Background: an optimization exercise with open tools, aiming at small area, a short achievable clock period and few clock cycles. Do not read the settings as production practice.
Where RTL was checked, it was by simulation tests only, not by an equivalence proof against the original.
The clock port is modelled as an ideal driver, which makes a skipped or thinned clock tree look cheaper than it is; a real chip needs a root buffer or a tree.
No activity file was given, so power comes from the tool's default toggle rates.

## alpha
Design frame_decoder, start of the top module:
module frame_decoder (
    input  wire       clk,
    input  wire       rst,
    input  wire       rx_valid,
    input  wire [7:0] rx_data,
    output wire       rx_ready,
    output reg        fr_valid,
    output reg        fr_sof,
    output reg        fr_eof,
    output reg  [7:0] fr_data,
    output reg        err_valid,
    output reg  [1:0] err_code,
    output wire [7:0] err_info
);
    localparam BUF_CAP = 128;           
    localparam N       = BUF_CAP + 2;   
    localparam VD      = 6;             
    reg  [8*N-1:0] ring;
    wire [7:0]     rdat = ring[8*N-1 -: 8];    
    function [7:0] lf_fwd;
        input [7:0] s;
        lf_fwd = {s[6:0], s[7] ^ s[5] ^ s[4] ^ s[3]};
    endfunction
    function [7:0] lf_back;
        input [7:0] s;
        lf_back = {s[0] ^ s[6] ^ s[5] ^ s[4], s[7:1]};
    endfunction
    function [7:0] lf_steps;    
        input [7:0] s;
        input integer k;
        integer i;
        begin
            lf_steps = s;
            for (i = 0; i < k; i = i + 1) lf_steps = lf_fwd(lf_steps);
            for (i = 0; i < -k; i = i + 1) lf_steps = lf_back(lf_steps);
        end
    endfunction
    localparam [7:0] LZ    = 8'h01;                  
    localparam [7:0] LONE  = lf_steps(LZ, 1);        
    localparam [7:0] LNM1  = lf_steps(LZ, N - 1);    
    localparam [7:0] LWAIT = lf_steps(LZ, -(N - 1));  
    localparam [7:0] LONE_BACK = lf_steps(LZ, -1);     
    reg  [7:0] d;       
    reg        d0;      
    reg  [7:0] e;       
    reg        e0;      
    reg  [7:0] cnt;     
    reg        full;    
    reg        empty;   
    reg  [VD-1:0] vq;   
    reg  [VD-1:0] vo;   
  ...
export LEC_CHECK = 0
export ABC_AREA = 1
export CAP_MARGIN = 20
export CORE_MARGIN = 2
export CORE_UTILIZATION = 60
export SETUP_SLACK_MARGIN = 4.1
export SLEW_MARGIN = 20
export TNS_END_PERCENT = 100
create_clock -name core_clock -period 6.0 [get_ports {clk}]
standard.sh (not shown) runs the stock make flow with config.mk's settings and CLKGATE_MAP_FILE= SYNTH_SCRIPT=/design/flow/synth_recipe.tcl, a recipe that flattens the netlist after the stock synthesis.
==> flow/flow/run.sh <==
#!/bin/bash
# The standard layout, except for the clock tree: flow/pre_cts.tcl builds
# a two-level tree of inverters (clock port -> 4 root inverters -> 42 leaf
# inverters -> flip-flops) before the CTS step, in place of TritonCTS's three
# levels of buffers.
# The rest of the CTS step (legalisation, timing repair) runs as usual.
# Port buffers are buf_2 instead of the default delay-cell buffers.
set -euo pipefail
here=$(pwd)
export PRE_CTS_TCL="$here/flow/pre_cts.tcl"
export BUFFER_PORTS_ARGS="-buffer_cell sky130_fd_sc_hd__buf_2"
bash standard.sh > "$here/standard.log" 2>&1
==> flow/flow/pre_cts.tcl <==
# Runs in ORFS's CTS step, before clock_tree_synthesis. Builds a balanced
# two-level clock tree of inverters by hand (two inversions, so every
# flip-flop sees the clock's own polarity) and turns the clock_tree_synthesis call of the
# step into a no-op, so the step's legalisation and repair act on this tree.
# The flip-flop clock pins are split into equal clusters by recursive
# bisection of their locations; one leaf inverter per cluster sits at its
# centroid, and the leaves are split the same way among the root inverters,
# which the clock port drives directly.
set mt_nleaf 42
set mt_nroot 4
set mt_root_master sky130_fd_sc_hd__clkinv_16
set mt_leaf_master sky130_fd_sc_hd__clkinv_8

proc mt_split {pts k} {
  if {$k <= 1} { return [list $pts] }
  set xs [lmap p $pts {lindex $p 0}]
  set ys [lmap p $pts {lindex $p 1}]
  set dx [expr {[tcl::mathfunc::max {*}$xs] - [tcl::mathfunc::min {*}$xs]}]
  set dy [expr {[tcl::mathfunc::max {*}$ys] - [tcl::mathfunc::min {*}$ys]}]
  set idx [expr {$dx >= $dy ? 0 : 1}]
  set s [lsort -real -index $idx $pts]
  set k1 [expr {$k / 2}]
  set k2 [expr {$k - $k1}]
  set n1 [expr {int(round(double([llength $s]) * $k1 / $k))}]
  return [concat [mt_split [lrange $s 0 [expr {$n1 - 1}]] $k1] \
                 [mt_split [lrange $s $n1 end] $k2]]
}

proc mt_centroid {pts} {
  set sx 0.0
  set sy 0.0
  foreach p $pts {
    set sx [expr {$sx + [lindex $p 0]}]
    set sy [expr {$sy + [lindex $p 1]}]
  }
  set n [llength $pts]
  return [list [expr {int($sx / $n)}] [expr {int($sy / $n)}]]
}

proc mt_inverter {block m name xy net_in net_out} {
  set inst [odb::dbInst_create $block $m $name]
  $inst setLocation [lindex $xy 0] [lindex $xy 1]
  $inst setPlacementStatus PLACED
  [$inst findITerm A] connect $net_in
  [$inst findITerm Y] connect $net_out
  [$inst findITerm VPWR] connect [$block findNet VDD]
  [$inst findITerm VGND] connect [$block findNet VSS]
  return $inst
}

proc mt_build {clkname nleaf nroot rmaster lmaster} {
  set db [ord::get_db]
  set block [ord::get_db_block]
  set rm [$db findMaster $rmaster]
  set lm [$db findMaster $lmaster]
  set clk [$block findNet $clkname]
  set pts {}
  foreach it [$clk getITerms] {
    set bb [[$it getInst] getBBox]
    lappend pts [list [expr {([$bb xMin] + [$bb xMax]) / 2}] \
                      [expr {([$bb yMin] + [$bb yMax]) / 2}] $it]
  }
  puts "pre_cts: [llength $pts] clock sinks, $nleaf leaf inverters, $nroot root inverters"
  set leaves {}
  set i 0
  foreach c [mt_split $pts $nleaf] {
    set net [odb::dbNet_create $block "clknet_leaf_$i"]
    $net setSigType CLOCK
    foreach p $c {
      set it [lindex $p 2]
      $it disconnect
      $it connect $net
    }
    set xy [mt_centroid $c]
    lappend leaves [list [lindex $xy 0] [lindex $xy 1] $net $i]
    incr i
  }
  set j 0
  foreach g [mt_split $leaves $nroot] {
    set rnet [odb::dbNet_create $block "clknet_root_$j"]
    $rnet setSigType CLOCK
    foreach p $g {
      mt_inverter $block $lm "clkinv_leaf_[lindex $p 3]" [lrange $p 0 1] $rnet [lindex $p 2]
    }
    mt_inverter $block $rm "clkinv_root_$j" [mt_centroid $g] $clk $rnet
    incr j
  }
}

# Each flip-flop that drives an output port's buffer goes next to that
# buffer (the port side of the layout), before the tree is clustered.
proc mt_move_out_flops {} {
  set block [ord::get_db_block]
  set n 0
  foreach bt [$block getBTerms] {
    if {[$bt getIoType] ne "OUTPUT"} { continue }
    foreach it [[$bt getNet] getITerms] {
      if {![$it isOutputSignal]} { continue }
      set buf [$it getInst]
      set a [$buf findITerm A]
      if {$a eq "NULL" || [$a getNet] eq "NULL"} { continue }
      foreach it2 [[$a getNet] getITerms] {
        if {![$it2 isOutputSignal]} { continue }
        set ff [$it2 getInst]
        if {![string match *__df* [[$ff getMaster] getName]]} { continue }
        set loc [$buf getLocation]
        $ff setLocation [lindex $loc 0] [lindex $loc 1]
        incr n
      }
    }
  }
  puts "pre_cts: moved $n output flip-flops next to their port buffers"
}
mt_move_out_flops

mt_build clk $mt_nleaf $mt_nroot $mt_root_master $mt_leaf_master

rename clock_tree_synthesis tritoncts_clock_tree_synthesis
proc clock_tree_synthesis {args} {
  puts "pre_cts: clock tree already built; clock_tree_synthesis $args skipped"
  set_propagated_clock [all_clocks]
}

# The step next clones each clock-tree inverter for every flip-flop it
# drives, which would undo the tree; the tree needs none of that.
rename repair_clock_inverters orfs_repair_clock_inverters
proc repair_clock_inverters {args} {
  puts "pre_cts: repair_clock_inverters skipped"
}
alpha was carried through to the last stage, and its layout satisfied the timing, design-rule and antenna checks.
Edits applied to the flow inputs when going from alpha to beta:
- TNS_END_PERCENT now 5, was 100
[summary]
The setup slack of beta is smaller than that of alpha.
alpha -> beta: length of routed met2 wiring decreased by a little under 10%
The lower total wirelength of the detailed-routed design came out of beta.
Taking alpha as the reference, in beta worst slack at placement fell 0.022 ns; fraction of met3 tracks used by global routing rose 0.24 points.
Comparing post-route total power for beta and alpha, the bigger number came from alpha.
Lower core utilization of the finished layout was reported by beta, not alpha.
Looking at arrival time at the worst endpoint across beta and alpha, the one that comes out lower is beta.
Final critical path time including I/O delays and setup on beta is up relative to alpha.
Sort beta and alpha by maximum frequency, ascending, and beta comes first.
Going from alpha to beta, met3 wirelength from detailed routing grows by 50 um.
beta ended up with sky130_fd_sc_hd__a31oi_1 as its cell with the largest stage delay on the worst path; alpha ended up with sky130_fd_sc_hd__ha_4.
The inputs of gamma differ from those of beta as listed below.
diff --git a/flow/flow/pre_cts.tcl b/flow/flow/pre_cts.tcl
--- a/flow/flow/pre_cts.tcl
+++ b/flow/flow/pre_cts.tcl
@@ -89,28 +89,2 @@
 
-# Each flip-flop that drives an output port's buffer goes next to that
-# buffer (the port side of the layout), before the tree is clustered.
-proc mt_move_out_flops {} {
-  set block [ord::get_db_block]
-  set n 0
-  foreach bt [$block getBTerms] {
-    if {[$bt getIoType] ne "OUTPUT"} { continue }
-    foreach it [[$bt getNet] getITerms] {
-      if {![$it isOutputSignal]} { continue }
-      set buf [$it getInst]
-      set a [$buf findITerm A]
-      if {$a eq "NULL" || [$a getNet] eq "NULL"} { continue }
-      foreach it2 [[$a getNet] getITerms] {
-        if {![$it2 isOutputSignal]} { continue }
-        set ff [$it2 getInst]
-        if {![string match *__df* [[$ff getMaster] getName]]} { continue }
-        set loc [$buf getLocation]
-        $ff setLocation [lindex $loc 0] [lindex $loc 1]
-        incr n
-      }
-    }
-  }
-  puts "pre_cts: moved $n output flip-flops next to their port buffers"
-}
-mt_move_out_flops
-
 mt_build clk $mt_nleaf $mt_nroot $mt_root_master $mt_leaf_master
==> run summary <==
- gamma vs beta: critical path required time up in gamma
- The design area of gamma was inferior to that of beta.
- Compared with beta, gamma shows number of global-route vias before repair that has gone down slightly.
- gamma vs. beta: number of cells on the critical path +6; arrival time of the worst setup path +0.02 ns; critical path's largest stage delay -0.19 ns.
- Changes observed in gamma relative to beta: via count essentially unchanged; final design utilization increased 0.25 points.
No functional check of the RTL was part of any run of this note. In every run of this note, the design's own scripts or RTL, not TritonCTS, make the clock network.

* * *

frame_decoder, a different RTL version from the one above (not shown whole).
Size: roughly 26000 sq um of cells after synthesis.
Settings: LEC_CHECK=0, ABC_AREA=1, CAP_MARGIN=20, CORE_MARGIN=2, CORE_UTILIZATION=60, CTS_BUF_LIST=sky130_fd_sc_hd__clkbuf_16, CTS_CLUSTER_DIAMETER=70, CTS_CLUSTER_SIZE=32, PLACE_DENSITY=0.75, SETUP_SLACK_MARGIN=3.7, SLEW_MARGIN=20; clock period 6.0 ns.
run.sh (not shown) runs the stock make flow with config.mk's settings and CLKGATE_MAP_FILE= SYNTH_SCRIPT=/design/flow/synth_recipe.tcl, a recipe that flattens the netlist after the stock synthesis.
Stock flow here: none of the scripts above is used.
The first run produced a clean layout.
Testbench counts at the start, summed over its fixed seeds: cycles 25,007.
Then changed:
Settings changed: PLACE_DENSITY 0.75 to unset, SETUP_SLACK_MARGIN 3.7 to 3.6.
Result:
- The changed run ran to the end with no violations
- setup slack loses 28 ps
- routed wire length goes down by 12%
- via count goes down by about 1.8%
- core utilization goes up by 0.28 points
- flip-flop and latch count stays the same
Then changed:
Settings changed: CORE_UTILIZATION 60 to 66, SETUP_SLACK_MARGIN 3.6 to 3.9.
Clock skew rises by 3.9 ps; synthesized area is unchanged; register-to-register slack gains 260 ps; via count rises by 1.5%; cell area barely changes; clock-buffer cell count falls by 1.
Then changed:
Settings changed: CORE_UTILIZATION 66 to 60, SETUP_SLACK_MARGIN 3.9 to 3.7.
=>
- The new run finished with timing, DRC and antenna clean
- die area rises by 9.8%
- via count falls by 0.75%
- setup slack got worse by 18 ps
- total power rises by 1.2%
- final area stays flat
- global-route usage falls by 1.5 points
Then changed:
Settings changed: ABC_CLOCK_PERIOD_IN_PS set to 2200, SETUP_SLACK_MARGIN 3.7 to 3.8.
The new run ran to the end with no violations.
Power came out lower by about 0.7%.
Wire length stays flat.
Non-clock buffer count came out lower by 3.
Clock power came out lower by about 2%.
Global-route usage came out higher by 0.23 points.
Hold slack is worse by 4.4 ps.
Sequential power stays flat.

* * *

frame_decoder again, from the RTL that the note above started with.
## frame_decoder
module frame_decoder (
    input  wire       clk,
    input  wire       rst,
    input  wire       rx_valid,
    input  wire [7:0] rx_data,
    output wire       rx_ready,
    output reg        fr_valid,
    output reg        fr_sof,
    output reg        fr_eof,
    output reg  [7:0] fr_data,
    output reg        err_valid,
    output reg  [1:0] err_code,
    output wire [7:0] err_info
);
==> flow/config.mk <==
export PLATFORM = sky130hd
export DESIGN_NAME = frame_decoder
export DESIGN_NICKNAME = frame_decoder
export VERILOG_FILES = /design/flow/design.v
export SDC_FILE = /design/flow/constraint.sdc
export NUM_CORES = 4
export LEC_CHECK = 0
export ABC_AREA = 1
export CAP_MARGIN = 20
export CORE_MARGIN = 2
export CORE_UTILIZATION = 60
export SETUP_SLACK_MARGIN = 3.9
export SLEW_MARGIN = 20
==> flow/constraint.sdc <==
create_clock -name core_clock -period 6.0 [get_ports {clk}]
set_input_delay 1.2000 -clock core_clock [delete_from_list [all_inputs] [get_ports {clk}]]
set_output_delay 1.2000 -clock core_clock [all_outputs]
set_load 0.01 [all_outputs]
standard.sh (not shown) runs the stock make flow with config.mk's settings and CLKGATE_MAP_FILE= SYNTH_SCRIPT=/design/flow/synth_recipe.tcl, a recipe that flattens the netlist after the stock synthesis.
==> flow/flow/run.sh <==
#!/bin/bash
# The standard layout, except for the clock tree: flow/pre_cts.tcl builds
# a two-level tree (clock port -> 4 root buffers -> 44 leaf buffers ->
# flip-flops) before the CTS step, in place of TritonCTS's three levels.
# The rest of the CTS step (legalisation, timing repair) runs as usual.
# Port buffers are buf_2 instead of the default delay-cell buffers.
set -euo pipefail
here=$(pwd)
export PRE_CTS_TCL="$here/flow/pre_cts.tcl"
export BUFFER_PORTS_ARGS="-buffer_cell sky130_fd_sc_hd__buf_2"
bash standard.sh > "$here/standard.log" 2>&1
Other scripts of this flow, unchanged in this note and not shown: flow/flow/pre_cts.tcl
The baseline finished with timing, DRC and antenna clean.
Testbench counts at the start, summed over its fixed seeds: cycles 25,007.
Next try:
==> flow/flow/run.sh (replaced) <==
#!/bin/bash
# The standard layout, except for the clock tree: flow/pre_cts.tcl builds
# a two-level tree (clock port -> 4 root buffers -> 44 leaf buffers ->
# flip-flops) before the CTS step, in place of TritonCTS's three levels.
# The rest of the CTS step (legalisation, timing repair) runs as usual.
set -euo pipefail
here=$(pwd)
export PRE_CTS_TCL="$here/flow/pre_cts.tcl"
bash standard.sh > "$here/standard.log" 2>&1
- CORE_UTILIZATION: 60 -> 66
- SETUP_SLACK_MARGIN: 3.9 -> 4.0
The new run went through all stages and came out clean.
Hold slack is about the same.
Area after synthesis does not change.
Worst setup slack is better by 0.019 ns.
Via count came out higher slightly.
Die area came out lower by a little under a tenth.
Power came out higher slightly.
Final area came out higher slightly.
Sequential share of layout area came out lower by 0.98 points.
Next try:
--- a/flow/flow/run.sh
+++ b/flow/flow/run.sh
@@ -4,6 +4,8 @@
 # flip-flops) before the CTS step, in place of TritonCTS's three levels.
 # The rest of the CTS step (legalisation, timing repair) runs as usual.
+# Port buffers are buf_2 instead of the default delay-cell buffers.
 set -euo pipefail
 here=$(pwd)
 export PRE_CTS_TCL="$here/flow/pre_cts.tcl"
+export BUFFER_PORTS_ARGS="-buffer_cell sky130_fd_sc_hd__buf_2"
 bash standard.sh > "$here/standard.log" 2>&1
- CORE_UTILIZATION: 66 -> 60
- PLACE_DENSITY: unset -> 0.7
- SETUP_SLACK_MARGIN: 4.0 -> 4.1
- TNS_END_PERCENT: unset -> 5
The new run finished with timing, DRC and antenna clean.
Cell count increases slightly.
Global-route usage decreases by 2.0 points.
Power decreases slightly.
Next try:
- PLACE_DENSITY: 0.7 -> unset
- SETUP_SLACK_MARGIN: 4.1 -> 4.2
- TNS_END_PERCENT: 5 -> 10
Result:
- total power is about the same
- via count hardly moves
- worst setup slack gains 0.027 ns
- maximum frequency goes up by 1.3%
Next try:
- ABC_AREA: 1 -> 0
- SETUP_SLACK_MARGIN: 4.2 -> 4.1
- TNS_END_PERCENT: 10 -> 5
After rerunning:
- design area went down by 1.8%
- global-route usage is about the same
- utilization fell by 1.2 points
- register-to-register slack gets worse by 0.30 ns
- sequential share of layout area increases by 1.4 points
In every run of this note, the design's own scripts or RTL, not TritonCTS, make the clock network.

-- afterwards: timing with drivers on the ports --
No port has a modelled driver above. Below, the same layouts with a new extraction and two added sets of constraints.
Step 1 sets driving cells, clkbuf_16 on the clock port and buf_2 on the other inputs (assumed; they add their load-dependent delay and slew).
Step 2 also shifts input and output timing later by t, the mid clock arrival at the registers, as if the neighbouring blocks saw the same clock.
Slacks: no drivers / after step 1 / after step 2; pairs: no drivers / after step 1.
| run | t (ns) | slack for setup (ns) | hold WS [ns] | slew at the worst register clock pin (ns) | worst slew at a driven data input, ns |
|---|---|---|---|---|---|
| alpha | 0.541 | 3.875 / 3.755 / 3.519 | 0.315 / 0.315 / 0.315 | 0.13 / 0.13 | 0.08 |
| beta | 0.525 | 3.857 / 3.668 / 3.535 | 0.323 / 0.324 / 0.324 | 0.11 / 0.12 | 0.07 |
| gamma | 0.537 | 3.887 / 3.691 / 3.545 | 0.306 / 0.306 / 0.306 | 0.12 / 0.12 | 0.07 |
| the first run of note 2 | 0.643 | 3.686 / 3.632 / 3.174 | 0.326 / 0.326 / 0.326 | 0.12 / 0.12 | 0.06 |
| the second run of note 2 | 0.643 | 3.658 / 3.606 / 3.063 | 0.321 / 0.321 / 0.321 | 0.11 / 0.11 | 0.04 |
| the third run of note 2 | 0.635 | 3.726 / 3.672 / 3.332 | 0.319 / 0.319 / 0.319 | 0.11 / 0.11 | 0.04 |
| the fourth run of note 2 | 0.647 | 3.708 / 3.655 / 3.156 | 0.325 / 0.325 / 0.325 | 0.11 / 0.11 | 0.03 |
| the fifth run of note 2 | 0.650 | 3.692 / 3.635 / 3.286 | 0.321 / 0.321 / 0.321 | 0.11 / 0.11 | 0.03 |
| the first run of note 3 | 0.520 | 3.871 / 3.754 / 3.470 | 0.322 / 0.322 / 0.322 | 0.11 / 0.11 | 0.05 |
| the second run of note 3 | 0.518 | 3.890 / 3.774 / 3.447 | 0.325 / 0.325 / 0.325 | 0.11 / 0.11 | 0.06 |
| the third run of note 3 | 0.518 | 3.872 / 3.757 / 3.473 | 0.315 / 0.315 / 0.315 | 0.11 / 0.11 | 0.06 |
| the fourth run of note 3 | 0.519 | 3.898 / 3.784 / 3.474 | 0.315 / 0.315 / 0.315 | 0.11 / 0.11 | 0.07 |
| the fifth run of note 3 | 0.516 | 3.732 / 3.639 / 3.297 | 0.320 / 0.320 / 0.320 | 0.10 / 0.10 | 0.04 |
After both steps every run listed still meets setup and hold. The setup slack of the second run of note 2, which loses most, moves by -0.052 ns with the drivers and by -0.595 ns with both steps.
